Context: an optimization exercise on an open-source flow, tuned for small area, a short achievable clock period and few clock cycles per item. The choices shown serve that exercise and are no tape-out recipe.
In this exercise RTL edits were held to simulation tests only and were not proved equivalent to the original.
Power and IR drop assume default switching activity.

### flow/config.mk
export PLATFORM = sky130hd
export DESIGN_NAME = qad_peak_note
export DESIGN_NICKNAME = qad_peak_note
export VERILOG_FILES = /design/flow/design.v
export SDC_FILE = /design/flow/constraint.sdc
export NUM_CORES = 4
export LEC_CHECK = 0
export CAP_MARGIN = 20
export CORE_MARGIN = 2
export CORE_UTILIZATION = 40
export SLEW_MARGIN = 20
### flow/constraint.sdc
create_clock -name core_clock -period 15.0 [get_ports {clk}]
set_input_delay 3.0000 -clock core_clock [delete_from_list [all_inputs] [get_ports {clk}]]
set_output_delay 3.0000 -clock core_clock [all_outputs]
set_load 0.01 [all_outputs]
### flow/design.v
module qad_peak_note (
    input  wire        clk,
    input  wire        rst,           
    input  wire        in_valid,
    output wire        in_ready,
    input  wire [44:0] in_re,         
    input  wire [44:0] in_im,         
    input  wire [3:0]  log2n,         
    input  wire [19:0] sr,            
    output wire        out_valid,
    input  wire        out_ready,
    output wire [3:0]  code,          
    output wire [10:0] peak_bin,
    output wire [43:0] peak_mag,
    output wire [30:0] freq,          
    output wire [8:0]  note_key,      
    output wire [3:0]  note_pc,
    output wire [5:0]  note_oct,      
    output wire [15:0] note_name,     
    output wire [31:0] note_freq,     
    output wire [31:0] note_dev       
);
    localparam M  = 12;               
    localparam QW = 2 * M + 2;        
    localparam DW = 2 * M + 5;        
    localparam LB = M + 2;            
    reg         in_ready_r;
    reg         expect_first;         
    reg  [10:0] cnt;                  
    reg  [3:0]  l2n_q;
    reg  [19:0] sr_q;
    reg         acc_done;             
    reg         s1_v, s1_first, s1_last;
    reg  [44:0] s1_a, s1_b;           
    reg  [5:0]  s1_s;                 
    reg  [5:0]  s1_sn;                
    assign in_ready = in_ready_r;
    wire   in_fire  = in_valid && in_ready_r;
    wire [3:0]  cur_l2n  = expect_first ? log2n : l2n_q;
    wire [10:0] nxt_idx  = expect_first ? 11'd0 : cnt + 11'd1;
    wire [11:0] half     = 12'd1 << (cur_l2n - 4'd1);
    wire        nxt_last = ({1'b0, nxt_idx} == half - 12'd1);
    wire [43:0] y_re = in_re[43:0] ^ {44{in_re[44]}};
    wire [43:0] y_im = in_im[43:0] ^ {44{in_im[44]}};
    wire [43:0] y_or = y_re | y_im;
    reg  [5:0]  e_len;
    integer i;
    always @(*) begin
        e_len = 6'd0;
        for (i = 0; i < 44; i = i + 1)
            if (y_or[i]) e_len = i[5:0] + 6'd1;
    end
    wire [5:0]  e_sub = e_len - M;
    wire [5:0]  s_in  = (e_len > M) ? e_sub : 6'd0;
    reg         r_v, r_first, r_last;
    reg  [QW-1:0] r_r0, r_r1;
    reg  [5:0]  r_s;
    reg  [10:0] r_idx;
    reg  [44:0] x2_a, x2_b;
    wire [43:0] ysh_a = s1_a[43:0] >> s1_s;
    wire [43:0] ysh_b = s1_b[43:0] >> ~s1_sn;
    wire        g_a   = s1_a[44] && (s1_s == 6'd0);
    wire        g_b   = s1_b[44] && (s1_s == 6'd0);
    wire [QW-1:0] sq_r0, sq_r1;
    qad_sq2 u_sq (.a(ysh_a[M-1:0]), .b(ysh_b[M-1:0]), .ga(g_a), .gb(g_b),
                  .r0(sq_r0), .r1(sq_r1));
    localparam [1:0] S_RUN    = 2'd0,    
                     S_FBWAIT = 2'd1,    
                     S_FBCALC = 2'd2,    
                     S_FBCMP  = 2'd3;    
    reg  [1:0]  st;
    reg  [43:0] c_a, c_b;             
    reg  [44:0] cand_a, cand_b;       
    reg  [10:0] cand_k;
    reg  [QW-1:0] cand_q;
    reg  [5:0]  cand_s;
    reg         ev_gt_q;              
    reg  [10:0] best_k;
    reg  [QW-1:0] q_b;                
    reg  [5:0]  s_b;                  
    reg         fe_pend;              
    wire [QW-1:0] q_k = r_r0 + r_r1;
    reg  d_eq, d_p1, d_m1, d_big;
    wire [DW-1:0] qb_al = d_m1 ? {1'b0, q_b, 2'b00} :
                          d_p1 ? {5'b0, q_b[QW-1:2]} : {3'b0, q_b};
    wire [DW-1:0] csa_x = {3'b0, r_r0};
    wire [DW-1:0] csa_y = {3'b0, r_r1};
    wire [DW-1:0] csa_z = ~qb_al;
    wire [DW-1:0] csa_s = csa_x ^ csa_y ^ csa_z;
    wire [DW-1:0] csa_c = (csa_x & csa_y) | (csa_x & csa_z) | (csa_y & csa_z);
    wire [DW-1:0] dq    = csa_s + {csa_c[DW-2:0], 1'b1};
    wire d_neg  = dq[DW-1];
    wire ge_b   = !d_neg && (|dq[DW-2:LB]);        
    wire ge_b2  = !d_neg && (|dq[DW-2:LB-1]);      
    wire ge_4b  = !d_neg && (|dq[DW-2:LB+2]);      
    wire ge_1   = !d_neg && (|dq[DW-2:0]);         
    wire le_mb  = d_neg && !(&dq[DW-2:LB]);        
    wire le_0   = d_neg || !(|dq[DW-2:0]);         
    wire gt_sure = d_big || (d_eq && ((s_b == 6'd0) ? ge_1 : ge_b))
                         || (d_p1 && ge_b2) || (d_m1 && ge_4b);
    wire near    = d_eq || d_p1 || d_m1;
    wire lt_sure = !d_big && (!near || ((r_s == 6'd0) ? le_0 : le_mb));
    wire ev      = (st == S_RUN) && r_v;
    wire ev_gt   = ev && (r_first || gt_sure);
    wire ev_unc  = ev && !r_first && !gt_sure && !lt_sure;
    wire [43:0] cand_abs_a = cand_a[43:0] + {43'd0, cand_a[44]};
    wire [43:0] cand_abs_b = cand_b[43:0] + {43'd0, cand_b[44]};
    reg         ex_busy, ex_fb, acc_full, pb_valid;
    reg  [5:0]  ex_cnt;
    reg  [45:0] ex_hi;
    reg  [43:0] ex_lo;
    reg  [87:0] p_best;               
    reg         xa_bit, xb_bit;       
    wire [5:0]  ex_cnt1 = ex_cnt + 6'd1;
    wire [63:0] ca_ext  = {20'd0, c_a};
    wire [63:0] cb_ext  = {20'd0, c_b};
    wire [46:0] ex_sum = {1'b0, ex_hi} + (xa_bit ? {3'b0, c_a} : 47'd0)
                                       + (xb_bit ? {3'b0, c_b} : 47'd0);
    wire [87:0] ex_p   = {ex_hi[43:0], ex_lo};
    wire        ex_gt  = (ex_p > p_best);
    reg         isq_busy;
    reg  [5:0]  isq_cnt;
    reg  [45:0] sq_rem;
    reg  [43:0] sq_root;
    wire [47:0] sq_rem_sh = {sq_rem, p_best[87:86]};
    wire [47:0] sq_trial  = {2'b00, sq_root, 2'b01};
    wire [48:0] sq_diff   = {1'b0, sq_rem_sh} - {1'b0, sq_trial};
    wire        sq_ge     = !sq_diff[48];
    localparam [2:0] P_IDLE = 3'd0, P_HORN = 3'd1, P_NORM = 3'd2,
                     P_THR  = 3'd3, P_FIN  = 3'd4, P_NF   = 3'd5, P_DEV = 3'd6;
    reg  [2:0]  pst;
    reg  [3:0]  pcnt;
    reg  [10:0] pk;
    reg  [19:0] sr_p;
    reg  [3:0]  l2n_p;
    reg  [30:0] v;
    reg  [31:0] nf;
    reg  [31:0] dev;
    reg  [4:0]  p;
    reg  [4:0]  sc;
    reg         out_v;
    reg         map_done;
    wire post_free = !isq_busy && (pst == P_IDLE) && !map_done && !out_v;
    wire handoff   = fe_pend && (st == S_RUN) && !ev_gt_q && !ex_busy && pb_valid && post_free;
    reg         h_bit;                
    wire [4:0]  hb_idx = {1'b0, l2n_p} - 5'd3 - {1'b0, pcnt};
    wire        h_bit_nx = !hb_idx[4] && pk[hb_idx[3:0]];
    wire [4:0]  hb_idx0 = {1'b0, l2n_q} - 5'd2;
    wire        h_bit0  = !hb_idx0[4] && best_k[hb_idx0[3:0]];
    wire [30:0] v_next = {v[29:0], 1'b0} + (h_bit ? {11'd0, sr_p} : 31'd0);
    reg [30:0] tq;
    always @(*) begin
        case (pcnt)
            4'd0:  tq = 31'd1129491589;
            4'd1:  tq = 31'd1196654653;
            4'd2:  tq = 31'd1267811442;
            4'd3:  tq = 31'd1343199433;
            4'd4:  tq = 31'd1423070228;
            4'd5:  tq = 31'd1507690387;
            4'd6:  tq = 31'd1597342323;
            4'd7:  tq = 31'd1692325240;
            4'd8:  tq = 31'd1792956136;
            4'd9:  tq = 31'd1899570855;
            4'd10: tq = 31'd2012525216;
            default: tq = 31'd2132196193;
        endcase
    end
    wire m_ge = (nf[30:0] >= tq);
    wire [3:0] rr_sel = (pcnt == 4'd12) ? 4'd0 : pcnt;
    reg [30:0] cf;
    always @(*) begin
        case (rr_sel)
            4'd0:  cf = 31'd1097337155;
            4'd1:  cf = 31'd1162588218;
            4'd2:  cf = 31'd1231719311;
            4'd3:  cf = 31'd1304961152;
            4'd4:  cf = 31'd1382558180;
            4'd5:  cf = 31'd1464769368;
            4'd6:  cf = 31'd1551869087;
            4'd7:  cf = 31'd1644148025;
            4'd8:  cf = 31'd1741914154;
            4'd9:  cf = 31'd1845493760;
            4'd10: cf = 31'd1955232530;
            default: cf = 31'd2071496706;
        endcase
    end
    wire [4:0] q_sel = (pcnt == 4'd12) ? p + 5'd1 : p;
    wire dc = (pk == 11'd0);
    assign out_valid = out_v;
    assign code      = {2'b00, dc, 1'b1};
    assign peak_bin  = pk;
    assign peak_mag  = sq_root;
    assign freq      = v;
    assign note_freq = nf;
    assign note_dev  = dev;
    wire [4:0] q  = q_sel;
    wire [3:0] rr = rr_sel;
    wire signed [9:0] key = $signed({1'b0, q, 3'b000}) + $signed({2'b00, q, 2'b00})
                            + $signed({6'b0, rr}) - 10'sd200;
    wire [4:0] rr4  = {1'b0, rr} + 5'd4;
    wire       wrap = (rr4 >= 5'd12);
    wire [3:0] pc   = wrap ? rr4[3:0] - 4'd12 : rr4[3:0];
    wire signed [5:0] oct = $signed({1'b0, q}) - 6'sd17 + $signed({5'b0, wrap});
    reg [15:0] name;
    reg  [8:0] key_r;
    reg  [3:0] pc_r;
    reg  [5:0] oct_r;
    always @(*) begin
        case (pc_r)
            4'd0:  name = 16'h0043;
            4'd1:  name = 16'h2343;
            4'd2:  name = 16'h0044;
            4'd3:  name = 16'h2344;
            4'd4:  name = 16'h0045;
            4'd5:  name = 16'h0046;
            4'd6:  name = 16'h2346;
            4'd7:  name = 16'h0047;
            4'd8:  name = 16'h2347;
            4'd9:  name = 16'h0041;
            4'd10: name = 16'h2341;
            default: name = 16'h0042;
        endcase
    end
    assign note_key  = dc ? 9'd0  : key_r;
    assign note_pc   = dc ? 4'd0  : pc_r;
    assign note_oct  = dc ? 6'd0  : oct_r;
    assign note_name = dc ? 16'd0 : name;
    reg [1:0] st_nx;
    always @(*) begin
        st_nx = st;
        case (st)
            S_RUN:    if (ev_unc) st_nx = S_FBWAIT;
            S_FBWAIT: if (!ex_busy && pb_valid && !isq_busy && !ev_gt_q) st_nx = S_FBCALC;
            S_FBCALC: if (ex_cnt == 6'd43) st_nx = S_FBCMP;
            default:  st_nx = S_RUN;
        endcase
    end
    wire r_adv       = s1_v && (!r_v || ev);               
    wire [5:0] r_s_nx = r_adv ? s1_s : r_s;
    wire [6:0] rn1    = {1'b0, r_s_nx} + 7'd1;
    wire [6:0] sb1    = {1'b0, s_b} + 7'd1;
    wire [6:0] rs1    = {1'b0, r_s} + 7'd1;
    wire [6:0] cs1    = {1'b0, cand_s} + 7'd1;
    wire [3:0] cmp_keep = {({1'b0, r_s_nx} > sb1), (rn1 == {1'b0, s_b}),
                           ({1'b0, r_s_nx} == sb1), (r_s_nx == s_b)};
    wire [3:0] cmp_bin  = {({1'b0, r_s_nx} > rs1), (rn1 == {1'b0, r_s}),
                           ({1'b0, r_s_nx} == rs1), (r_s_nx == r_s)};
    wire [3:0] cmp_cand = {({1'b0, r_s_nx} > cs1), (rn1 == {1'b0, cand_s}),
                           ({1'b0, r_s_nx} == cs1), (r_s_nx == cand_s)};
    wire       fb_win   = (st == S_FBCMP) && ex_gt;
    wire [3:0] cmp_nx   = fb_win ? cmp_cand : ev_gt ? cmp_bin : cmp_keep;
    wire s1_v_nx     = in_fire || (s1_v && !r_adv);
    wire r_v_nx      = r_adv || (r_v && !ev);
    wire acc_done_nx = (acc_done && !handoff) || (in_fire && nxt_last);
    wire ex_start    = ev_gt_q;                            
    wire fb_start    = (st == S_FBWAIT) && (st_nx == S_FBCALC);
    always @(posedge clk) begin
        if (rst) begin
            in_ready_r   <= 1'b0;
            expect_first <= 1'b1;
            acc_done     <= 1'b0;
            s1_v         <= 1'b0;
            r_v          <= 1'b0;
            st           <= S_RUN;
            ev_gt_q      <= 1'b0;
            fe_pend      <= 1'b0;
            ex_busy      <= 1'b0;
            ex_fb        <= 1'b0;
            acc_full     <= 1'b0;
            pb_valid     <= 1'b0;
            isq_busy     <= 1'b0;
            pst          <= P_IDLE;
            out_v        <= 1'b0;
            map_done     <= 1'b0;
        end else begin
            st         <= st_nx;
            s1_v       <= s1_v_nx;
            r_v        <= r_v_nx;
            acc_done   <= acc_done_nx;
            in_ready_r <= !acc_done_nx && (!s1_v_nx || !r_v_nx || st_nx == S_RUN);
            ev_gt_q    <= ev_gt;
            {d_big, d_m1, d_p1, d_eq} <= cmp_nx;
            if (in_fire) begin
                s1_a     <= {in_re[44], y_re};
                s1_b     <= {in_im[44], y_im};
                s1_s     <= s_in;
                s1_sn    <= ~s_in;
                s1_first <= expect_first;
                s1_last  <= nxt_last;
                cnt      <= nxt_idx;
                expect_first <= nxt_last;
                if (expect_first) begin
                    l2n_q <= log2n;
                    sr_q  <= sr;
                end
            end
            if (r_adv) begin
                r_r0    <= sq_r0;
                r_r1    <= sq_r1;
                r_s     <= s1_s;
                r_first <= s1_first;
                r_last  <= s1_last;
                r_idx   <= cnt;
                x2_a    <= s1_a;
                x2_b    <= s1_b;
            end
            if (ev && r_last)
                fe_pend <= 1'b1;
            if (ev_gt) begin
                q_b <= q_k;
                s_b <= r_s;
            end
            if (ev) begin
                cand_a <= x2_a;
                cand_b <= x2_b;
                cand_k <= r_idx;
                cand_q <= q_k;
                cand_s <= r_s;
            end
            if (ev_gt_q || fb_start) begin
                c_a <= cand_abs_a;
                c_b <= cand_abs_b;
            end
            if (ev_gt_q)
                best_k <= cand_k;
            if (ex_start || fb_start) begin
                xa_bit   <= cand_abs_a[0];
                xb_bit   <= cand_abs_b[0];
                ex_busy  <= 1'b1;
                ex_fb    <= fb_start;
                ex_cnt   <= 6'd0;
                ex_hi    <= 46'd0;
                acc_full <= 1'b0;
                if (ex_start)
                    pb_valid <= 1'b0;
            end else if (ex_busy) begin
                xa_bit <= ca_ext[ex_cnt1];
                xb_bit <= cb_ext[ex_cnt1];
                ex_hi  <= ex_sum[46:1];
                ex_lo  <= {ex_sum[0], ex_lo[43:1]};
                ex_cnt <= ex_cnt + 6'd1;
                if (ex_cnt == 6'd43) begin
                    ex_busy  <= 1'b0;
                    acc_full <= !ex_fb;
                end
            end else if (acc_full && !isq_busy) begin
                p_best   <= ex_p;
                pb_valid <= 1'b1;
                acc_full <= 1'b0;
            end
            if (fb_win) begin
                p_best <= ex_p;
                best_k <= cand_k;
                q_b    <= cand_q;
                s_b    <= cand_s;
            end
            if (handoff) begin
                fe_pend  <= 1'b0;
                pb_valid <= 1'b0;
                isq_busy <= 1'b1;
                isq_cnt  <= 6'd0;
                sq_rem   <= 46'd0;
                sq_root  <= 44'd0;
                pk       <= best_k;
                sr_p     <= sr_q;
                l2n_p    <= l2n_q;
                v        <= 31'd0;
                pcnt     <= 4'd0;
                h_bit    <= h_bit0;
                pst      <= P_HORN;
            end
            if (isq_busy) begin
                p_best <= {p_best[85:0], 2'b00};
                if (sq_ge) begin
                    sq_rem  <= sq_diff[45:0];
                    sq_root <= {sq_root[42:0], 1'b1};
                end else begin
                    sq_rem  <= sq_rem_sh[45:0];
                    sq_root <= {sq_root[42:0], 1'b0};
                end
                isq_cnt <= isq_cnt + 6'd1;
                if (isq_cnt == 6'd43)
                    isq_busy <= 1'b0;
            end
            case (pst)
                P_HORN: begin
                    v    <= v_next;
                    h_bit <= h_bit_nx;
                    pcnt <= pcnt + 4'd1;
                    if (pcnt == 4'd10) begin
                        nf   <= {1'b0, v_next};
                        p    <= 5'd30;
                        pst  <= dc ? P_DEV : P_NORM;
                    end
                end
                P_NORM: begin
                    if (nf[30:23] == 8'd0) begin
                        nf <= {1'b0, nf[22:0], 8'd0};
                        p  <= p - 5'd8;
                    end else if (!nf[30]) begin
                        nf <= {1'b0, nf[29:0], 1'b0};
                        p  <= p - 5'd1;
                    end else begin
                        pcnt <= 4'd0;
                        pst  <= P_THR;
                    end
                end
                P_THR: begin
                    if (pcnt != 4'd12 && m_ge)
                        pcnt <= pcnt + 4'd1;
                    else
                        pst <= P_FIN;
                end
                P_FIN: begin
                    key_r <= key[8:0];
                    pc_r  <= pc;
                    oct_r <= oct;
                    if (q_sel >= 5'd30) begin
                        nf  <= (q_sel == 5'd31) ? {cf, 1'b0} : {1'b0, cf};
                        pst <= P_DEV;
                    end else begin
                        nf  <= {1'b0, cf};
                        sc  <= 5'd29 - q_sel;
                        pst <= P_NF;
                    end
                end
                P_NF: begin
                    if (sc >= 5'd8) begin
                        nf <= nf >> 8;
                        sc <= sc - 5'd8;
                    end else if (sc != 5'd0) begin
                        nf <= nf >> 1;
                        sc <= sc - 5'd1;
                    end else begin
                        nf  <= (nf >> 1) + {31'd0, nf[0]};
                        pst <= P_DEV;
                    end
                end
                P_DEV: begin
                    if (dc) begin
                        nf  <= 32'd0;
                        dev <= 32'd0;
                    end else
                        dev <= {1'b0, v} - nf;
                    pst <= P_IDLE;
                end
                default: ;
            endcase
            if (pst == P_DEV)
                map_done <= 1'b1;
            if (map_done && !isq_busy) begin
                map_done <= 1'b0;
                out_v    <= 1'b1;
            end
            if (out_v && out_ready)
                out_v <= 1'b0;
        end
    end
endmodule
module qad_sq2 (
    input  wire [11:0] a,
    input  wire [11:0] b,
    input  wire        ga,
    input  wire        gb,
    output wire [25:0] r0,
    output wire [25:0] r1
);
    wire t1, t2;
    assign t1 = (a[0] & a[9]) ^ (a[1] & a[8]);
    assign t2 = (a[0] & a[9]) & (a[1] & a[8]);
    wire t3, t4;
    assign t3 = (a[0] & a[11]) ^ (a[1] & a[10]) ^ (a[2] & a[9]);
    assign t4 = ((a[0] & a[11]) & (a[1] & a[10])) | ((a[0] & a[11]) & (a[2] & a[9])) | ((a[1] & a[10]) & (a[2] & a[9]));
    wire t5, t6;
    assign t5 = (a[3] & a[8]) ^ (a[4] & a[7]);
    assign t6 = (a[3] & a[8]) & (a[4] & a[7]);
    wire t7, t8;
    assign t7 = (a[0] & a[5]) ^ (a[1] & a[4]);
    assign t8 = (a[0] & a[5]) & (a[1] & a[4]);
    wire t9, t10;
    assign t9 = (a[0] & a[7]) ^ (a[1] & a[6]) ^ (a[2] & a[5]);
    assign t10 = ((a[0] & a[7]) & (a[1] & a[6])) | ((a[0] & a[7]) & (a[2] & a[5])) | ((a[1] & a[6]) & (a[2] & a[5]));
    wire t11, t12;
    assign t11 = (a[3] & a[4]) ^ a[4];
    assign t12 = (a[3] & a[4]) & a[4];
    wire t13, t14;
    assign t13 = (a[0] & a[8]) ^ (a[1] & a[7]) ^ (a[2] & a[6]);
    assign t14 = ((a[0] & a[8]) & (a[1] & a[7])) | ((a[0] & a[8]) & (a[2] & a[6])) | ((a[1] & a[7]) & (a[2] & a[6]));
    wire t15, t16;
    assign t15 = (a[3] & a[5]) ^ (ga & a[8]);
    assign t16 = (a[3] & a[5]) & (ga & a[8]);
    wire t17, t18;
    assign t17 = t1 ^ (a[2] & a[7]) ^ (a[3] & a[6]);
    assign t18 = (t1 & (a[2] & a[7])) | (t1 & (a[3] & a[6])) | ((a[2] & a[7]) & (a[3] & a[6]));
    wire t19, t20;
    assign t19 = (a[4] & a[5]) ^ a[5] ^ (ga & a[9]);
    assign t20 = ((a[4] & a[5]) & a[5]) | ((a[4] & a[5]) & (ga & a[9])) | (a[5] & (ga & a[9]));
    wire t21, t22;
    assign t21 = (b[0] & b[9]) ^ (b[1] & b[8]) ^ (b[2] & b[7]);
    assign t22 = ((b[0] & b[9]) & (b[1] & b[8])) | ((b[0] & b[9]) & (b[2] & b[7])) | ((b[1] & b[8]) & (b[2] & b[7]));
    wire t23, t24;
    assign t23 = t2 ^ (a[0] & a[10]) ^ (a[1] & a[9]);
    assign t24 = (t2 & (a[0] & a[10])) | (t2 & (a[1] & a[9])) | ((a[0] & a[10]) & (a[1] & a[9]));
    wire t25, t26;
    assign t25 = (a[2] & a[8]) ^ (a[3] & a[7]) ^ (a[4] & a[6]);
    assign t26 = ((a[2] & a[8]) & (a[3] & a[7])) | ((a[2] & a[8]) & (a[4] & a[6])) | ((a[3] & a[7]) & (a[4] & a[6]));
    wire t27, t28;
    assign t27 = (ga & a[10]) ^ (b[0] & b[10]) ^ (b[1] & b[9]);
    assign t28 = ((ga & a[10]) & (b[0] & b[10])) | ((ga & a[10]) & (b[1] & b[9])) | ((b[0] & b[10]) & (b[1] & b[9]));
    wire t29, t30;
    assign t29 = (b[2] & b[8]) ^ (b[3] & b[7]);
    assign t30 = (b[2] & b[8]) & (b[3] & b[7]);
    wire t31, t32;
    assign t31 = t3 ^ t5 ^ (a[5] & a[6]);
    assign t32 = (t3 & t5) | (t3 & (a[5] & a[6])) | (t5 & (a[5] & a[6]));
    wire t33, t34;
    assign t33 = a[6] ^ (ga & a[11]) ^ (b[0] & b[11]);
    assign t34 = (a[6] & (ga & a[11])) | (a[6] & (b[0] & b[11])) | ((ga & a[11]) & (b[0] & b[11]));
    wire t35, t36;
    assign t35 = (b[1] & b[10]) ^ (b[2] & b[9]) ^ (b[3] & b[8]);
    assign t36 = ((b[1] & b[10]) & (b[2] & b[9])) | ((b[1] & b[10]) & (b[3] & b[8])) | ((b[2] & b[9]) & (b[3] & b[8]));
    wire t37, t38;
    assign t37 = (b[4] & b[7]) ^ (b[5] & b[6]) ^ b[6];
    assign t38 = ((b[4] & b[7]) & (b[5] & b[6])) | ((b[4] & b[7]) & b[6]) | ((b[5] & b[6]) & b[6]);
    wire t39, t40;
    assign t39 = t4 ^ t6 ^ (a[1] & a[11]);
    assign t40 = (t4 & t6) | (t4 & (a[1] & a[11])) | (t6 & (a[1] & a[11]));
    wire t41, t42;
    assign t41 = (a[2] & a[10]) ^ (a[3] & a[9]) ^ (a[4] & a[8]);
    assign t42 = ((a[2] & a[10]) & (a[3] & a[9])) | ((a[2] & a[10]) & (a[4] & a[8])) | ((a[3] & a[9]) & (a[4] & a[8]));
    wire t43, t44;
    assign t43 = (a[5] & a[7]) ^ (b[1] & b[11]) ^ (b[2] & b[10]);
    assign t44 = ((a[5] & a[7]) & (b[1] & b[11])) | ((a[5] & a[7]) & (b[2] & b[10])) | ((b[1] & b[11]) & (b[2] & b[10]));
    wire t45, t46;
    assign t45 = (b[3] & b[9]) ^ (b[4] & b[8]);
    assign t46 = (b[3] & b[9]) & (b[4] & b[8]);
    wire t47, t48;
    assign t47 = (a[2] & a[11]) ^ (a[3] & a[10]) ^ (a[4] & a[9]);
    assign t48 = ((a[2] & a[11]) & (a[3] & a[10])) | ((a[2] & a[11]) & (a[4] & a[9])) | ((a[3] & a[10]) & (a[4] & a[9]));
    wire t49, t50;
    assign t49 = (a[5] & a[8]) ^ (a[6] & a[7]) ^ a[7];
    assign t50 = ((a[5] & a[8]) & (a[6] & a[7])) | ((a[5] & a[8]) & a[7]) | ((a[6] & a[7]) & a[7]);
    wire t51, t52;
    assign t51 = (b[2] & b[11]) ^ (b[3] & b[10]) ^ (b[4] & b[9]);
    assign t52 = ((b[2] & b[11]) & (b[3] & b[10])) | ((b[2] & b[11]) & (b[4] & b[9])) | ((b[3] & b[10]) & (b[4] & b[9]));
    wire t53, t54;
    assign t53 = (b[5] & b[8]) ^ (b[6] & b[7]);
    assign t54 = (b[5] & b[8]) & (b[6] & b[7]);
    wire t55, t56;
    assign t55 = (a[3] & a[11]) ^ (a[4] & a[10]) ^ (a[5] & a[9]);
    assign t56 = ((a[3] & a[11]) & (a[4] & a[10])) | ((a[3] & a[11]) & (a[5] & a[9])) | ((a[4] & a[10]) & (a[5] & a[9]));
    wire t57, t58;
    assign t57 = (a[6] & a[8]) ^ (b[3] & b[11]);
    assign t58 = (a[6] & a[8]) & (b[3] & b[11]);
    wire t59, t60;
    assign t59 = (a[4] & a[11]) ^ (a[5] & a[10]) ^ (a[6] & a[9]);
    assign t60 = ((a[4] & a[11]) & (a[5] & a[10])) | ((a[4] & a[11]) & (a[6] & a[9])) | ((a[5] & a[10]) & (a[6] & a[9]));
    wire t61, t62;
    assign t61 = (a[7] & a[8]) ^ a[8];
    assign t62 = (a[7] & a[8]) & a[8];
    wire t63, t64;
    assign t63 = (a[0] & a[3]) ^ (a[1] & a[2]) ^ a[2];
    assign t64 = ((a[0] & a[3]) & (a[1] & a[2])) | ((a[0] & a[3]) & a[2]) | ((a[1] & a[2]) & a[2]);
    wire t65, t66;
    assign t65 = (a[0] & a[4]) ^ (a[1] & a[3]);
    assign t66 = (a[0] & a[4]) & (a[1] & a[3]);
    wire t67, t68;
    assign t67 = t7 ^ (a[2] & a[3]) ^ a[3];
    assign t68 = (t7 & (a[2] & a[3])) | (t7 & a[3]) | ((a[2] & a[3]) & a[3]);
    wire t69, t70;
    assign t69 = (ga & a[5]) ^ (b[0] & b[5]) ^ (b[1] & b[4]);
    assign t70 = ((ga & a[5]) & (b[0] & b[5])) | ((ga & a[5]) & (b[1] & b[4])) | ((b[0] & b[5]) & (b[1] & b[4]));
    wire t71, t72;
    assign t71 = t8 ^ (a[0] & a[6]) ^ (a[1] & a[5]);
    assign t72 = (t8 & (a[0] & a[6])) | (t8 & (a[1] & a[5])) | ((a[0] & a[6]) & (a[1] & a[5]));
    wire t73, t74;
    assign t73 = (a[2] & a[4]) ^ (ga & a[6]) ^ (b[0] & b[6]);
    assign t74 = ((a[2] & a[4]) & (ga & a[6])) | ((a[2] & a[4]) & (b[0] & b[6])) | ((ga & a[6]) & (b[0] & b[6]));
    wire t75, t76;
    assign t75 = (b[1] & b[5]) ^ (b[2] & b[4]);
    assign t76 = (b[1] & b[5]) & (b[2] & b[4]);
    wire t77, t78;
    assign t77 = t9 ^ t11 ^ (ga & a[7]);
    assign t78 = (t9 & t11) | (t9 & (ga & a[7])) | (t11 & (ga & a[7]));
    wire t79, t80;
    assign t79 = (b[0] & b[7]) ^ (b[1] & b[6]) ^ (b[2] & b[5]);
    assign t80 = ((b[0] & b[7]) & (b[1] & b[6])) | ((b[0] & b[7]) & (b[2] & b[5])) | ((b[1] & b[6]) & (b[2] & b[5]));
    wire t81, t82;
    assign t81 = (b[3] & b[4]) ^ b[4] ^ (gb & b[7]);
    assign t82 = ((b[3] & b[4]) & b[4]) | ((b[3] & b[4]) & (gb & b[7])) | (b[4] & (gb & b[7]));
    wire t83, t84;
    assign t83 = t10 ^ t12 ^ t13;
    assign t84 = (t10 & t12) | (t10 & t13) | (t12 & t13);
    wire t85, t86;
    assign t85 = t15 ^ (b[0] & b[8]) ^ (b[1] & b[7]);
    assign t86 = (t15 & (b[0] & b[8])) | (t15 & (b[1] & b[7])) | ((b[0] & b[8]) & (b[1] & b[7]));
    wire t87, t88;
    assign t87 = (b[2] & b[6]) ^ (b[3] & b[5]) ^ (gb & b[8]);
    assign t88 = ((b[2] & b[6]) & (b[3] & b[5])) | ((b[2] & b[6]) & (gb & b[8])) | ((b[3] & b[5]) & (gb & b[8]));
    wire t89, t90;
    assign t89 = t14 ^ t16 ^ t17;
    assign t90 = (t14 & t16) | (t14 & t17) | (t16 & t17);
    wire t91, t92;
    assign t91 = t19 ^ t21 ^ (b[3] & b[6]);
    assign t92 = (t19 & t21) | (t19 & (b[3] & b[6])) | (t21 & (b[3] & b[6]));
    wire t93, t94;
    assign t93 = (b[4] & b[5]) ^ b[5] ^ (gb & b[9]);
    assign t94 = ((b[4] & b[5]) & b[5]) | ((b[4] & b[5]) & (gb & b[9])) | (b[5] & (gb & b[9]));
    wire t95, t96;
    assign t95 = t18 ^ t20 ^ t22;
    assign t96 = (t18 & t20) | (t18 & t22) | (t20 & t22);
    wire t97, t98;
    assign t97 = t23 ^ t25 ^ t27;
    assign t98 = (t23 & t25) | (t23 & t27) | (t25 & t27);
    wire t99, t100;
    assign t99 = t29 ^ (b[4] & b[6]) ^ (gb & b[10]);
    assign t100 = (t29 & (b[4] & b[6])) | (t29 & (gb & b[10])) | ((b[4] & b[6]) & (gb & b[10]));
    wire t101, t102;
    assign t101 = t24 ^ t26 ^ t28;
    assign t102 = (t24 & t26) | (t24 & t28) | (t26 & t28);
    wire t103, t104;
    assign t103 = t30 ^ t31 ^ t33;
    assign t104 = (t30 & t31) | (t30 & t33) | (t31 & t33);
    wire t105, t106;
    assign t105 = t35 ^ t37 ^ (gb & b[11]);
    assign t106 = (t35 & t37) | (t35 & (gb & b[11])) | (t37 & (gb & b[11]));
    wire t107, t108;
    assign t107 = t32 ^ t34 ^ t36;
    assign t108 = (t32 & t34) | (t32 & t36) | (t34 & t36);
    wire t109, t110;
    assign t109 = t38 ^ t39 ^ t41;
    assign t110 = (t38 & t39) | (t38 & t41) | (t39 & t41);
    wire t111, t112;
    assign t111 = t43 ^ t45 ^ (b[5] & b[7]);
    assign t112 = (t43 & t45) | (t43 & (b[5] & b[7])) | (t45 & (b[5] & b[7]));
    wire t113, t114;
    assign t113 = t40 ^ t42 ^ t44;
    assign t114 = (t40 & t42) | (t40 & t44) | (t42 & t44);
    wire t115, t116;
    assign t115 = t46 ^ t47 ^ t49;
    assign t116 = (t46 & t47) | (t46 & t49) | (t47 & t49);
    wire t117, t118;
    assign t117 = t51 ^ t53 ^ b[7];
    assign t118 = (t51 & t53) | (t51 & b[7]) | (t53 & b[7]);
    wire t119, t120;
    assign t119 = t48 ^ t50 ^ t52;
    assign t120 = (t48 & t50) | (t48 & t52) | (t50 & t52);
    wire t121, t122;
    assign t121 = t54 ^ t55 ^ t57;
    assign t122 = (t54 & t55) | (t54 & t57) | (t55 & t57);
    wire t123, t124;
    assign t123 = (b[4] & b[10]) ^ (b[5] & b[9]) ^ (b[6] & b[8]);
    assign t124 = ((b[4] & b[10]) & (b[5] & b[9])) | ((b[4] & b[10]) & (b[6] & b[8])) | ((b[5] & b[9]) & (b[6] & b[8]));
    wire t125, t126;
    assign t125 = t56 ^ t58 ^ t59;
    assign t126 = (t56 & t58) | (t56 & t59) | (t58 & t59);
    wire t127, t128;
    assign t127 = t61 ^ (b[4] & b[11]) ^ (b[5] & b[10]);
    assign t128 = (t61 & (b[4] & b[11])) | (t61 & (b[5] & b[10])) | ((b[4] & b[11]) & (b[5] & b[10]));
    wire t129, t130;
    assign t129 = (b[6] & b[9]) ^ (b[7] & b[8]) ^ b[8];
    assign t130 = ((b[6] & b[9]) & (b[7] & b[8])) | ((b[6] & b[9]) & b[8]) | ((b[7] & b[8]) & b[8]);
    wire t131, t132;
    assign t131 = t60 ^ t62 ^ (a[5] & a[11]);
    assign t132 = (t60 & t62) | (t60 & (a[5] & a[11])) | (t62 & (a[5] & a[11]));
    wire t133, t134;
    assign t133 = (a[6] & a[10]) ^ (a[7] & a[9]) ^ (b[5] & b[11]);
    assign t134 = ((a[6] & a[10]) & (a[7] & a[9])) | ((a[6] & a[10]) & (b[5] & b[11])) | ((a[7] & a[9]) & (b[5] & b[11]));
    wire t135, t136;
    assign t135 = (b[6] & b[10]) ^ (b[7] & b[9]);
    assign t136 = (b[6] & b[10]) & (b[7] & b[9]);
    wire t137, t138;
    assign t137 = (a[6] & a[11]) ^ (a[7] & a[10]) ^ (a[8] & a[9]);
    assign t138 = ((a[6] & a[11]) & (a[7] & a[10])) | ((a[6] & a[11]) & (a[8] & a[9])) | ((a[7] & a[10]) & (a[8] & a[9]));
    wire t139, t140;
    assign t139 = a[9] ^ (b[6] & b[11]) ^ (b[7] & b[10]);
    assign t140 = (a[9] & (b[6] & b[11])) | (a[9] & (b[7] & b[10])) | ((b[6] & b[11]) & (b[7] & b[10]));
    wire t141, t142;
    assign t141 = (b[8] & b[9]) ^ b[9];
    assign t142 = (b[8] & b[9]) & b[9];
    wire t143, t144;
    assign t143 = (a[7] & a[11]) ^ (a[8] & a[10]);
    assign t144 = (a[7] & a[11]) & (a[8] & a[10]);
    wire t145, t146;
    assign t145 = (a[8] & a[11]) ^ (a[9] & a[10]);
    assign t146 = (a[8] & a[11]) & (a[9] & a[10]);
    wire t147, t148;
    assign t147 = (a[0] & a[1]) ^ a[1] ^ (ga & a[1]);
    assign t148 = ((a[0] & a[1]) & a[1]) | ((a[0] & a[1]) & (ga & a[1])) | (a[1] & (ga & a[1]));
    wire t149, t150;
    assign t149 = (a[0] & a[2]) ^ (ga & a[2]);
    assign t150 = (a[0] & a[2]) & (ga & a[2]);
    wire t151, t152;
    assign t151 = t63 ^ (ga & a[3]) ^ (b[0] & b[3]);
    assign t152 = (t63 & (ga & a[3])) | (t63 & (b[0] & b[3])) | ((ga & a[3]) & (b[0] & b[3]));
    wire t153, t154;
    assign t153 = (b[1] & b[2]) ^ b[2];
    assign t154 = (b[1] & b[2]) & b[2];
    wire t155, t156;
    assign t155 = t64 ^ t65 ^ (ga & a[4]);
    assign t156 = (t64 & t65) | (t64 & (ga & a[4])) | (t65 & (ga & a[4]));
    wire t157, t158;
    assign t157 = (b[0] & b[4]) ^ (b[1] & b[3]) ^ (gb & b[4]);
    assign t158 = ((b[0] & b[4]) & (b[1] & b[3])) | ((b[0] & b[4]) & (gb & b[4])) | ((b[1] & b[3]) & (gb & b[4]));
    wire t159, t160;
    assign t159 = t66 ^ t67 ^ t69;
    assign t160 = (t66 & t67) | (t66 & t69) | (t67 & t69);
    wire t161, t162;
    assign t161 = (b[2] & b[3]) ^ b[3] ^ (gb & b[5]);
    assign t162 = ((b[2] & b[3]) & b[3]) | ((b[2] & b[3]) & (gb & b[5])) | (b[3] & (gb & b[5]));
    wire t163, t164;
    assign t163 = t68 ^ t70 ^ t71;
    assign t164 = (t68 & t70) | (t68 & t71) | (t70 & t71);
    wire t165, t166;
    assign t165 = t73 ^ t75 ^ (gb & b[6]);
    assign t166 = (t73 & t75) | (t73 & (gb & b[6])) | (t75 & (gb & b[6]));
    wire t167, t168;
    assign t167 = t72 ^ t74 ^ t76;
    assign t168 = (t72 & t74) | (t72 & t76) | (t74 & t76);
    wire t169, t170;
    assign t169 = t77 ^ t79 ^ t81;
    assign t170 = (t77 & t79) | (t77 & t81) | (t79 & t81);
    wire t171, t172;
    assign t171 = t78 ^ t80 ^ t82;
    assign t172 = (t78 & t80) | (t78 & t82) | (t80 & t82);
    wire t173, t174;
    assign t173 = t83 ^ t85 ^ t87;
    assign t174 = (t83 & t85) | (t83 & t87) | (t85 & t87);
    wire t175, t176;
    assign t175 = t84 ^ t86 ^ t88;
    assign t176 = (t84 & t86) | (t84 & t88) | (t86 & t88);
    wire t177, t178;
    assign t177 = t89 ^ t91 ^ t93;
    assign t178 = (t89 & t91) | (t89 & t93) | (t91 & t93);
    wire t179, t180;
    assign t179 = t90 ^ t92 ^ t94;
    assign t180 = (t90 & t92) | (t90 & t94) | (t92 & t94);
    wire t181, t182;
    assign t181 = t95 ^ t97 ^ t99;
    assign t182 = (t95 & t97) | (t95 & t99) | (t97 & t99);
    wire t183, t184;
    assign t183 = t96 ^ t98 ^ t100;
    assign t184 = (t96 & t98) | (t96 & t100) | (t98 & t100);
    wire t185, t186;
    assign t185 = t101 ^ t103 ^ t105;
    assign t186 = (t101 & t103) | (t101 & t105) | (t103 & t105);
    wire t187, t188;
    assign t187 = t102 ^ t104 ^ t106;
    assign t188 = (t102 & t104) | (t102 & t106) | (t104 & t106);
    wire t189, t190;
    assign t189 = t107 ^ t109 ^ t111;
    assign t190 = (t107 & t109) | (t107 & t111) | (t109 & t111);
    wire t191, t192;
    assign t191 = t108 ^ t110 ^ t112;
    assign t192 = (t108 & t110) | (t108 & t112) | (t110 & t112);
    wire t193, t194;
    assign t193 = t113 ^ t115 ^ t117;
    assign t194 = (t113 & t115) | (t113 & t117) | (t115 & t117);
    wire t195, t196;
    assign t195 = t114 ^ t116 ^ t118;
    assign t196 = (t114 & t116) | (t114 & t118) | (t116 & t118);
    wire t197, t198;
    assign t197 = t119 ^ t121 ^ t123;
    assign t198 = (t119 & t121) | (t119 & t123) | (t121 & t123);
    wire t199, t200;
    assign t199 = t120 ^ t122 ^ t124;
    assign t200 = (t120 & t122) | (t120 & t124) | (t122 & t124);
    wire t201, t202;
    assign t201 = t125 ^ t127 ^ t129;
    assign t202 = (t125 & t127) | (t125 & t129) | (t127 & t129);
    wire t203, t204;
    assign t203 = t126 ^ t128 ^ t130;
    assign t204 = (t126 & t128) | (t126 & t130) | (t128 & t130);
    wire t205, t206;
    assign t205 = t131 ^ t133 ^ t135;
    assign t206 = (t131 & t133) | (t131 & t135) | (t133 & t135);
    wire t207, t208;
    assign t207 = t132 ^ t134 ^ t136;
    assign t208 = (t132 & t134) | (t132 & t136) | (t134 & t136);
    wire t209, t210;
    assign t209 = t137 ^ t139 ^ t141;
    assign t210 = (t137 & t139) | (t137 & t141) | (t139 & t141);
    wire t211, t212;
    assign t211 = t138 ^ t140 ^ t142;
    assign t212 = (t138 & t140) | (t138 & t142) | (t140 & t142);
    wire t213, t214;
    assign t213 = t143 ^ (b[7] & b[11]) ^ (b[8] & b[10]);
    assign t214 = (t143 & (b[7] & b[11])) | (t143 & (b[8] & b[10])) | ((b[7] & b[11]) & (b[8] & b[10]));
    wire t215, t216;
    assign t215 = t144 ^ t145 ^ a[10];
    assign t216 = (t144 & t145) | (t144 & a[10]) | (t145 & a[10]);
    wire t217, t218;
    assign t217 = (b[8] & b[11]) ^ (b[9] & b[10]) ^ b[10];
    assign t218 = ((b[8] & b[11]) & (b[9] & b[10])) | ((b[8] & b[11]) & b[10]) | ((b[9] & b[10]) & b[10]);
    wire t219, t220;
    assign t219 = t146 ^ (a[9] & a[11]);
    assign t220 = t146 & (a[9] & a[11]);
    wire t221, t222;
    assign t221 = (a[10] & a[11]) ^ a[11];
    assign t222 = (a[10] & a[11]) & a[11];
    wire t223, t224;
    assign t223 = a[0] ^ ga;
    assign t224 = a[0] & ga;
    wire t225, t226;
    assign t225 = t147 ^ (b[0] & b[1]);
    assign t226 = t147 & (b[0] & b[1]);
    wire t227, t228;
    assign t227 = t148 ^ t149 ^ (b[0] & b[2]);
    assign t228 = (t148 & t149) | (t148 & (b[0] & b[2])) | (t149 & (b[0] & b[2]));
    wire t229, t230;
    assign t229 = t150 ^ t151 ^ t153;
    assign t230 = (t150 & t151) | (t150 & t153) | (t151 & t153);
    wire t231, t232;
    assign t231 = t152 ^ t154 ^ t155;
    assign t232 = (t152 & t154) | (t152 & t155) | (t154 & t155);
    wire t233, t234;
    assign t233 = t156 ^ t158 ^ t159;
    assign t234 = (t156 & t158) | (t156 & t159) | (t158 & t159);
    wire t235, t236;
    assign t235 = t160 ^ t162 ^ t163;
    assign t236 = (t160 & t162) | (t160 & t163) | (t162 & t163);
    wire t237, t238;
    assign t237 = t164 ^ t166 ^ t167;
    assign t238 = (t164 & t166) | (t164 & t167) | (t166 & t167);
    wire t239, t240;
    assign t239 = t168 ^ t170 ^ t171;
    assign t240 = (t168 & t170) | (t168 & t171) | (t170 & t171);
    wire t241, t242;
    assign t241 = t172 ^ t174 ^ t175;
    assign t242 = (t172 & t174) | (t172 & t175) | (t174 & t175);
    wire t243, t244;
    assign t243 = t176 ^ t178 ^ t179;
    assign t244 = (t176 & t178) | (t176 & t179) | (t178 & t179);
    wire t245, t246;
    assign t245 = t180 ^ t182 ^ t183;
    assign t246 = (t180 & t182) | (t180 & t183) | (t182 & t183);
    wire t247, t248;
    assign t247 = t184 ^ t186 ^ t187;
    assign t248 = (t184 & t186) | (t184 & t187) | (t186 & t187);
    wire t249, t250;
    assign t249 = t188 ^ t190 ^ t191;
    assign t250 = (t188 & t190) | (t188 & t191) | (t190 & t191);
    wire t251, t252;
    assign t251 = t192 ^ t194 ^ t195;
    assign t252 = (t192 & t194) | (t192 & t195) | (t194 & t195);
    wire t253, t254;
    assign t253 = t196 ^ t198 ^ t199;
    assign t254 = (t196 & t198) | (t196 & t199) | (t198 & t199);
    wire t255, t256;
    assign t255 = t200 ^ t202 ^ t203;
    assign t256 = (t200 & t202) | (t200 & t203) | (t202 & t203);
    wire t257, t258;
    assign t257 = t204 ^ t206 ^ t207;
    assign t258 = (t204 & t206) | (t204 & t207) | (t206 & t207);
    wire t259, t260;
    assign t259 = t208 ^ t210 ^ t211;
    assign t260 = (t208 & t210) | (t208 & t211) | (t210 & t211);
    wire t261, t262;
    assign t261 = t212 ^ t214 ^ t215;
    assign t262 = (t212 & t214) | (t212 & t215) | (t214 & t215);
    wire t263, t264;
    assign t263 = t216 ^ t218 ^ t219;
    assign t264 = (t216 & t218) | (t216 & t219) | (t218 & t219);
    wire t265, t266;
    assign t265 = t220 ^ t221 ^ (b[10] & b[11]);
    assign t266 = (t220 & t221) | (t220 & (b[10] & b[11])) | (t221 & (b[10] & b[11]));
    wire t267, t268;
    assign t267 = t223 ^ b[0];
    assign t268 = t223 & b[0];
    wire t269, t270;
    assign t269 = t224 ^ (ga & a[0]) ^ (gb & b[0]);
    assign t270 = (t224 & (ga & a[0])) | (t224 & (gb & b[0])) | ((ga & a[0]) & (gb & b[0]));
    wire t271, t272;
    assign t271 = t225 ^ b[1] ^ (gb & b[1]);
    assign t272 = (t225 & b[1]) | (t225 & (gb & b[1])) | (b[1] & (gb & b[1]));
    wire t273, t274;
    assign t273 = t226 ^ t227 ^ (gb & b[2]);
    assign t274 = (t226 & t227) | (t226 & (gb & b[2])) | (t227 & (gb & b[2]));
    wire t275, t276;
    assign t275 = t228 ^ t229 ^ (gb & b[3]);
    assign t276 = (t228 & t229) | (t228 & (gb & b[3])) | (t229 & (gb & b[3]));
    wire t277, t278;
    assign t277 = t230 ^ t231 ^ t157;
    assign t278 = (t230 & t231) | (t230 & t157) | (t231 & t157);
    wire t279, t280;
    assign t279 = t232 ^ t233 ^ t161;
    assign t280 = (t232 & t233) | (t232 & t161) | (t233 & t161);
    wire t281, t282;
    assign t281 = t234 ^ t235 ^ t165;
    assign t282 = (t234 & t235) | (t234 & t165) | (t235 & t165);
    wire t283, t284;
    assign t283 = t236 ^ t237 ^ t169;
    assign t284 = (t236 & t237) | (t236 & t169) | (t237 & t169);
    wire t285, t286;
    assign t285 = t238 ^ t239 ^ t173;
    assign t286 = (t238 & t239) | (t238 & t173) | (t239 & t173);
    wire t287, t288;
    assign t287 = t240 ^ t241 ^ t177;
    assign t288 = (t240 & t241) | (t240 & t177) | (t241 & t177);
    wire t289, t290;
    assign t289 = t242 ^ t243 ^ t181;
    assign t290 = (t242 & t243) | (t242 & t181) | (t243 & t181);
    wire t291, t292;
    assign t291 = t244 ^ t245 ^ t185;
    assign t292 = (t244 & t245) | (t244 & t185) | (t245 & t185);
    wire t293, t294;
    assign t293 = t246 ^ t247 ^ t189;
    assign t294 = (t246 & t247) | (t246 & t189) | (t247 & t189);
    wire t295, t296;
    assign t295 = t248 ^ t249 ^ t193;
    assign t296 = (t248 & t249) | (t248 & t193) | (t249 & t193);
    wire t297, t298;
    assign t297 = t250 ^ t251 ^ t197;
    assign t298 = (t250 & t251) | (t250 & t197) | (t251 & t197);
    wire t299, t300;
    assign t299 = t252 ^ t253 ^ t201;
    assign t300 = (t252 & t253) | (t252 & t201) | (t253 & t201);
    wire t301, t302;
    assign t301 = t254 ^ t255 ^ t205;
    assign t302 = (t254 & t255) | (t254 & t205) | (t255 & t205);
    wire t303, t304;
    assign t303 = t256 ^ t257 ^ t209;
    assign t304 = (t256 & t257) | (t256 & t209) | (t257 & t209);
    wire t305, t306;
    assign t305 = t258 ^ t259 ^ t213;
    assign t306 = (t258 & t259) | (t258 & t213) | (t259 & t213);
    wire t307, t308;
    assign t307 = t260 ^ t261 ^ t217;
    assign t308 = (t260 & t261) | (t260 & t217) | (t261 & t217);
    wire t309, t310;
    assign t309 = t262 ^ t263 ^ (b[9] & b[11]);
    assign t310 = (t262 & t263) | (t262 & (b[9] & b[11])) | (t263 & (b[9] & b[11]));
    wire t311, t312;
    assign t311 = t264 ^ t265 ^ b[11];
    assign t312 = (t264 & t265) | (t264 & b[11]) | (t265 & b[11]);
    wire t313, t314;
    assign t313 = t266 ^ t222;
    assign t314 = t266 & t222;
    assign r0 = {1'b0, t314, t312, t310, t308, t306, t304, t302, t300, t298, t296, t294, t292, t290, t288, t286, t284, t282, t280, t278, t276, t274, t272, t270, t268, t267};
    assign r1 = {1'b0, 1'b0, t313, t311, t309, t307, t305, t303, t301, t299, t297, t295, t293, t291, t289, t287, t285, t283, t281, t279, t277, t275, t273, t271, t269, gb};
endmodule
### flow/run.sh
#!/bin/bash
# synth_recipe.tcl (not shown) runs the flow's synth.tcl, then flattens the netlist and writes it again
# the make line also repeats each setting of config.mk as NAME=value (left out here)
make -C /OpenROAD-flow-scripts/flow DESIGN_CONFIG=/design/flow/config.mk WORK_HOME=/design/flow/orfs CLKGATE_MAP_FILE= SYNTH_SCRIPT=/design/flow/synth_recipe.tcl finish
==> metrics.cfg, run 1 <==
[synthesis]
synth_compound_area_share_pct = 10.7
synthSimpleGateAreaFrac_pct = 12.7
syn_inst = 6449
yosysUniqueCellTypes = 90
synth-edff-count = 1009
synth_mux_area_share_pct = 6.66
async_flop_share_pct = 0
synth_top_family_by_area = adder cells
synth_fa_ha_area_share_pct = 13.5
syn_area_per_cell_sq_um = 10.6
ys.flop_type = edfxtp_1
synth_xor_area_share_pct = 5.38
yosysWarnings = 1
netlist_area_sq_mm = 0.0685
ys_seq_area_share_pct = 45.7
ys_ff_latch = 1062

[worst_setup_path]
path_buf_inv = 2
critPathCaptureType = register
critical_path.max_fanout = 29
crit_type = register to register
critical_path_required_ns = 15.61
slowest_stage = nand2_1
worstPathArrival_ns = 7.32
start_kind = register
cp_cell_sequence = buf_4 > mux2i_1 > o21ai_0 > fa_1 > inv_1 > ha_1 > and3_1 > a221oi_2 > o31a_4 > o21ai_4 > a22o_4 > a311o_1 > o2111a_1 > or3_4 > a221oi_2 > nand4b_1 > nand2_1 > mux2_2 > a211o_1 > a211oi_2 > o211ai_1 > a211oi_2
cp_slowest_stage_delay_ns = 0.54
critical-path-top-delay-family = compound AO/OA/AOI/OAI gates

[routing]
firstDrtPassIters = 6
drt_drc_violations_left = 0
ant_nets = 0
routed_via_density = 5.36
vias = 48358
avgRoutedWirePerCell_um = 19.4
drt-total-wl_mm = 175
drt_iter0_markers = 3705

[die]
start_util_pct = 40.4
core_area_sq_mm = 0.170
die_h_um = 418
die_area_sq_mm = 0.175
ioPinCount = 309
die_w_um = 418
rows = 151

[power_and_ir_drop]
swShare_pct = 24.2
power_frac_clock_pct = 43.2
internal_power_w = 0.00544
fin_total_pwr_w = 0.00717
ir_worst_vdd_uv = 106
power.leakage_nw = 31.1
powerDensity_mw_per_mm2 = 91.6
seqPwrFrac_pct = 46.5
power_frac_comb_pct = 10.3
p_switching_w = 0.00173

[clock_tree]
cts_buffer_depth = 3
clock_latency_ns = 0.78
h-tree-depth = 3
cts.hold.buffers_added = 0
clk_pin_slew_worst_paths_ns = 0.06
cts_resized = 0
cts_setup_buffers = 0
root_buffer = clkbuf_16
cts_tree = built
tritoncts.num_buffers = 117
cts_sinks = 1062

[sta]
tightest_slew_ns = 1.09
hold_viol = 0
finalCritPeriodShare_pct = 44.8
fin_tns_setup_ns = 0
rsz0062_at_grt = false
finalSetupViolations = 0
max_freq_mhz = 149
min_period_ns = 6.71
maxSlewHeadroom_pct = 27.5
finClkSkew_ns = 0.0753
slew_viol_final = 0

[cells_and_area]
final_common_cell = edfxtp_1
final_nets = 7444
fillCellCount = 15641
syn_to_final_growth_pct = 14.3
mostFrequentLayoutCells = 1,009 x edfxtp_1, 694 x inv_1, 613 x nor2_1, 523 x nand2_1, 425 x ha_1
drive_above_1_share_pct = 8.03
diodes = 0

[global_route]
overflow = 0
antenna_found_initial = 0
grt_pass1_vias = 48351
grt_max_degree = 97
grt_pass1_wl_mm = 275
grt_usage_pct = 19.9

[place]
portBuffers = 296
gp_congestion = 0.902
hpwlAfterDp_mm = 131

[worst_hold_path]
hold_path.class = register to register

[job]
maxCapViolations = 0

[outcome]
status = finished clean

final timing paths:
kind | startpoint | endpoint | slack, ns | depth (start not counted)
worst max-delay path | d_p1$_DFFE_PN_ | d_m1$_DFFE_PN_ | 8.29 | 22
worst min-delay path | sr_q[3]$_DFFE_PP_ | sr_p[3]$_DFFE_PP_ | 0.38 | 0
worst max register to register | d_p1$_DFFE_PN_ | d_m1$_DFFE_PN_ | 8.29 | 22
worst min register to register | sr_q[3]$_DFFE_PP_ | sr_p[3]$_DFFE_PP_ | 0.38 | 0
power groups by stage:
stage	Combinational (W)	Sequential (W)	Clock, W
finish	0.000736	0.00334	0.00310
global route	0.000834	0.00334	0.00328
CTS	0.000738	0.00333	0.00319
detailed placement	0.000734	0.00340	0
global placement	0.000720	0.00340	0
floorplan	0.000537	0.00337	0
layout make-up:
type | instances | area (sq um) | share of cell area (%)
clock buffer | 144 | 3140 | 4.01
clock inverter | 77 | 1050 | 1.34
inverter | 701 | 2630 | 3.36
multi-input combinational | 4444 | 33700 | 43.1
sequential | 1062 | 31400 | 40.0
tap | 2218 | 2780 | 3.54
timing repair buffer | 380 | 3640 | 4.65
stage by stage:
| stage | instances | area (sq um) | setup WS, ns | util [%] | hold slack (ns) |
|---|---|---|---|---|---|
| after floorplan | 6459 | 68600 | 4.59 | - | 0.400 |
| after global placement | 8801 | 74000 | 8.05 | 43.6 | 0.402 |
| after detailed placement | 8801 | 74000 | 8.03 | 43.6 | 0.405 |
| after CTS | 9022 | 78200 | 8.30 | 46.1 | 0.374 |
| after global routing | 9026 | 78300 | 7.94 | 46.1 | 0.380 |
| final | 9026 | 78300 | 8.29 | 46.1 | 0.378 |
routing by layer:
metal / global-route usage (%) / routed length (um) / vias up
li1: - / - / 23305
met1: 27.3 / 79000 / 23416
met2: 32.4 / 81100 / 1381
met3: 2.28 / 8740 / 256
met4: 7.18 / 6190 / 0
met5: 0 / 0 / -
sequential cells by signal, summed over array words and instances, names as in the netlist, 20 cells and up:
register  count
s1_b         45
p_best       88
q_b          26
v            31
s1_a         45
x2_b         45
sq_root      44
sq_rem       46
c_a          44
cand_q       26
cand_a       45
x2_a         45
csa_x        25
sr_p         20
ex_hi        46
tq           30
nf           32
c_b          44
sr_q         20
cand_b       45
ex_lo        44
dev          32
csa_y        24
synth_stat cells, drive strengths merged, types with 12 or more instances:
library cell	number	area share, %
nand2	523	2.9
mux4	83	2.7
ha	425	7.8
nor3	110	0.80
nor4	28	0.26
or3	32	0.30
and4	13	0.17
and3	67	0.61
or2	35	0.32
nand3	126	0.92
o21a	48	0.53
a221oi	14	0.20
nor2b	71	0.65
o211ai	32	0.35
dfxtp	53	1.5
o21bai	13	0.14
clkbuf	206	1.1
mux2	101	1.7
fa	195	5.7
nand2b	79	0.72
nand4	58	0.53
edfxtp	1009	44
a31oi	51	0.47
a21boi	19	0.21
a211oi	54	0.61
inv	696	3.8
a21o	101	1.1
a22oi	28	0.31
xor2	190	2.4
o221ai	12	0.15
nor2	620	3.4
mux2i	156	2.3
o31ai	13	0.14
o22ai	34	0.31
buf	46	0.37
a21oi	313	2.3
and2	88	0.80
o21ai	333	2.4
xnor2	231	3.0
logic make-up (layout without fill, tap and decap cells):
logic type / count (synthesis) / in the layout
simple gates: 1881 / 1881
buf+inv: 953 / 1302
mux: 340 / 340
fa+ha+maj: 620 / 620
compound gates: 1170 / 1170
other cells: 2 / 12
flops: 1062 / 1062
xor+xnor: 421 / 421
Testbench counts, summed over its fixed seeds: cycles 112,865, bins 108,544.
==> run 2: changes to the inputs <==
--- a/flow/config.mk
+++ b/flow/config.mk
@@ -8,4 +8,4 @@
 export CAP_MARGIN = 20
 export CORE_MARGIN = 2
-export CORE_UTILIZATION = 40
+export CORE_UTILIZATION = 60
 export SLEW_MARGIN = 20
==> metrics.cfg, run 2 <==
[clock_tree]
tritoncts.num_buffers = 111  ; -5.1%
h-tree-depth = 3  ; unchanged
clk_pin_slew_worst_paths_ns = 0.06  ; about the same
cts_buffer_depth = 3  ; unchanged
cts_setup_buffers = 0  ; unchanged
root_buffer = clkbuf_16
cts_resized = 0  ; unchanged
cts_sinks = 1062  ; unchanged
cts_tree = built
clock_latency_ns = 0.73  ; -0.05 ns
cts.hold.buffers_added = 0  ; unchanged

[place]
post_dp_cell_area_sq_mm = 0.0731  ; -1.2%
gp_congestion = 0.948  ; +5.1%
hpwlAfterDp_mm = 126  ; -4.5%
portBuffers = 296  ; unchanged

[synthesis]
ys_ff_latch = 1062  ; unchanged
synth.top_cells.by_area = edfxtp_1 44%, ha_1 7.8%, fa_1 5.7%, inv_1 3.8%, nor2_1 3.4%
async_flop_share_pct = 0  ; unchanged
netlist_area_sq_mm = 0.0685  ; unchanged
ys.flop_type = edfxtp_1
yosysUniqueCellTypes = 90  ; unchanged
synth_area_leader_cell = edfxtp_1
ys_seq_area_share_pct = 45.7  ; unchanged
post-synth-top-count-cell = edfxtp_1
netlist.area_leader.share_pct = 44.2  ; unchanged
ys_top_cells_by_count = 1,009 x edfxtp_1, 694 x inv_1, 620 x nor2_1, 523 x nand2_1, 425 x ha_1
synth-edff-count = 1009  ; unchanged
syn_area_per_cell_sq_um = 10.6  ; unchanged
syn_inst = 6449  ; unchanged
yosysWarnings = 1  ; unchanged

[die]
die_w_um = 342  ; -18%
start_util_pct = 60.2  ; +20 points
die_area_sq_mm = 0.117  ; -33%
ioPinCount = 309  ; unchanged
rows = 124  ; -18%
die_h_um = 342  ; -18%
core_area_sq_mm = 0.114  ; -33%

[power_and_ir_drop]
powerDensity_mw_per_mm2 = 88.2  ; -3.7%
power_frac_comb_pct = 10.9  ; +0.6 points
seqPwrFrac_pct = 49.3  ; +2.8 points
p_switching_w = 0.00166  ; -4.1%
internal_power_w = 0.00510  ; -6.2%
ir_worst_vdd_uv = 91.4  ; -14%
swShare_pct = 24.6  ; +0.41 points
power.leakage_nw = 30.7  ; -1.2%
power_frac_clock_pct = 39.8  ; -3.4 points

[cells_and_area]
mostFrequentLayoutCells = 1,009 x edfxtp_1, 694 x inv_1, 613 x nor2_1, 523 x nand2_1, 425 x ha_1
regMostFlops = p_best
final_nets = 7430  ; -0.19%
design_area_sq_mm = 0.0767  ; -2.1%
largest_reg_flops = 88  ; unchanged
syn_to_final_growth_pct = 11.9
drive_above_1_share_pct = 7.60  ; -0.43 points
final_common_cell = edfxtp_1
diodes = 0  ; unchanged
final_util_pct = 67.3  ; +21 points
top_regs = p_best: 88 flops, ex_hi: 46 flops, sq_rem: 46 flops

[sta]
min_period_ns = 6.87  ; +0.156 ns
hold_viol = 0  ; unchanged
tightest_slew_ns = 1.16  ; +0.0764 ns
finClkSkew_ns = 0.0445  ; -0.0308 ns
finalSetupViolations = 0  ; unchanged
slew_viol_final = 0  ; unchanged
fin_tns_setup_ns = 0  ; unchanged
max_freq_mhz = 146  ; -2.3%
rsz0062_at_grt = false
finalCritPeriodShare_pct = 45.8  ; +1.0 points
maxSlewHeadroom_pct = 21.6  ; -5.9 points

[routing]
firstDrtPassIters = 7  ; +1
ant_nets = 0  ; unchanged
drt_iter0_markers = 3976  ; +7.3%
drt_drc_violations_left = 0  ; unchanged
avgRoutedWirePerCell_um = 20.1  ; +3.5%
drt-total-wl_mm = 167  ; -4.9%
routed_via_density = 5.85  ; +9.1%
vias = 48508  ; +0.31%

[worst_setup_path]
worstPathArrival_ns = 7.42  ; +0.10 ns
start_kind = register
critPathCaptureType = register
critical_path.max_fanout = 29  ; unchanged
critical_path_required_ns = 15.55  ; -0.06 ns
reg2reg_slack_ns = 8.13  ; -0.16 ns
crit_type = register to register

[global_route]
grt_max_degree = 96  ; -1.0%
grt_pass1_wl_mm = 264  ; -4.2%
grt_usage_pct = 28.5  ; +8.6 points
antenna_found_initial = 0  ; unchanged
grt_pass1_vias = 48336  ; -0.031%
overflow = 0  ; unchanged

[job]
maxCapViolations = 0  ; unchanged

[worst_hold_path]
hold_path.class = register to register

[outcome]
status = finished clean

## run 2: metal layers
| metal | track usage [%] | share of wire (%) | vias up | wire length (um) |
|---|---|---|---|---|
| met5 | 0 | 0 | - | 0 |
| met4 | 10.9 | 4.2 | 0 | 6970 |
| met3 | 3.30 | 5.4 | 361 | 9040 |
| met2 | 47.4 | 48 | 1578 | 79400 |
| met1 | 38.4 | 43 | 23304 | 71100 |
| li1 | - | - | 23265 | - |
## run 2: cell type report
class | instances | area, sq um
Fill cell | 8724 | 37200
Sequential cell | 1062 | 31400
Clock inverter | 71 | 624
Tap cell | 1512 | 1890
Multi-Input combinational cell | 4444 | 33700
Clock buffer | 137 | 2910
Timing Repair Buffer | 372 | 3540
Inverter | 701 | 2630
## run 2: worst paths after layout
kind / from / endpoint / cells after the start
max reg2reg: d_p1$_DFFE_PN_ / d_m1$_DFFE_PN_ / 22
min reg2reg: x2_a[39]$_DFFE_PP_ / cand_a[39]$_DFFE_PP_ / 0
max: d_p1$_DFFE_PN_ / d_m1$_DFFE_PN_ / 22
min: x2_a[39]$_DFFE_PP_ / cand_a[39]$_DFFE_PP_ / 0
## run 2: through the flow
step / power [W] / std cells / hold WS (ns) / setup slack [ns]
2_1_floorplan: 0.00391 / 6459 / 0.400 / 4.59
3_3_place_gp: 0.00412 / 8090 / 0.400 / 8.11
3_5_place_dp: 0.00413 / 8091 / 0.405 / 8.03
4_1_cts: 0.00682 / 8299 / 0.414 / 8.02
5_1_grt: 0.00701 / 8299 / 0.421 / 7.73
6_report: 0.00676 / 8299 / 0.414 / 8.13
## run 2: cell families after synthesis
| kind of cell | Yosys count | share of synthesized area (%) |
|---|---|---|
| AND/OR/NAND/NOR | 1881 | 12.7 |
| buffers and inverters | 953 | 5.34 |
| other | 2 | 0.0110 |
| XOR/XNOR | 421 | 5.38 |
| multiplexers | 340 | 6.66 |
| adder cells (fa/ha/maj) | 620 | 13.5 |
| AO/OA/AOI/OAI | 1170 | 10.7 |
| flip-flops | 1062 | 45.7 |
## run 2: critical path, stage by stage (launching register included)
cell      delay (ns)
edfxtp_1        0.33
buf_4           0.42
mux2i_1         0.25
o21ai_0         0.12
fa_1            0.52
inv_1           0.05
ha_1            0.29
a21o_1          0.20
a221oi_2        0.30
o31a_4          0.23
o21ai_4         0.09
a22o_4          0.26
a311o_1         0.47
o2111a_1        0.30
or3_4           0.38
a221oi_2        0.33
nand4b_1        0.33
nand2_1         0.55
mux2_2          0.43
a21o_1          0.24
and4bb_1        0.28
o211ai_1        0.10
a211oi_2        0.20
## run 2: power groups by stage
stage	logic (W)	registers, W	clock network [W]
after floorplan	0.000537	0.00337	0
after global placement	0.000720	0.00340	0
after detailed placement	0.000734	0.00340	0
after CTS	0.000738	0.00333	0.00274
after global routing	0.000831	0.00334	0.00284
final	0.000739	0.00333	0.00269

[static timing again, ports no longer ideal]
No port has a modelled driver above. Below, the same layouts with a new extraction and two added sets of constraints. Step 1 (the two cells are an assumption about what drives the block):
set clk [get_ports {clk}]
set_driving_cell -lib_cell sky130_fd_sc_hd__clkbuf_16 $clk
set_driving_cell -lib_cell sky130_fd_sc_hd__buf_2 [delete_from_list [all_inputs] $clk]
Step 2 times the ports against the registers' clock, not the clock port: input delays grow and output delays shrink by t, the midpoint of the rising clock arrivals with the driver on. a / b / c = no drivers / after step 1 / after step 2; a / b = the first two.
| run | t, ns | setup slack, ns | clock arrival spread, ns | cell pins on the clock port's net |
|---|---|---|---|---|
| run 1 | 0.820 | 8.287 / 8.287 / 7.940 | 0.078 / 0.077 | 1 |
| run 2 | 0.778 | 8.131 / 8.131 / 7.907 | 0.046 / 0.046 | 1 |
After both steps setup and hold are still met in every run listed. The setup slack of run 1, which loses most, moves by 0.000 ns with the drivers and by -0.347 ns with both steps.
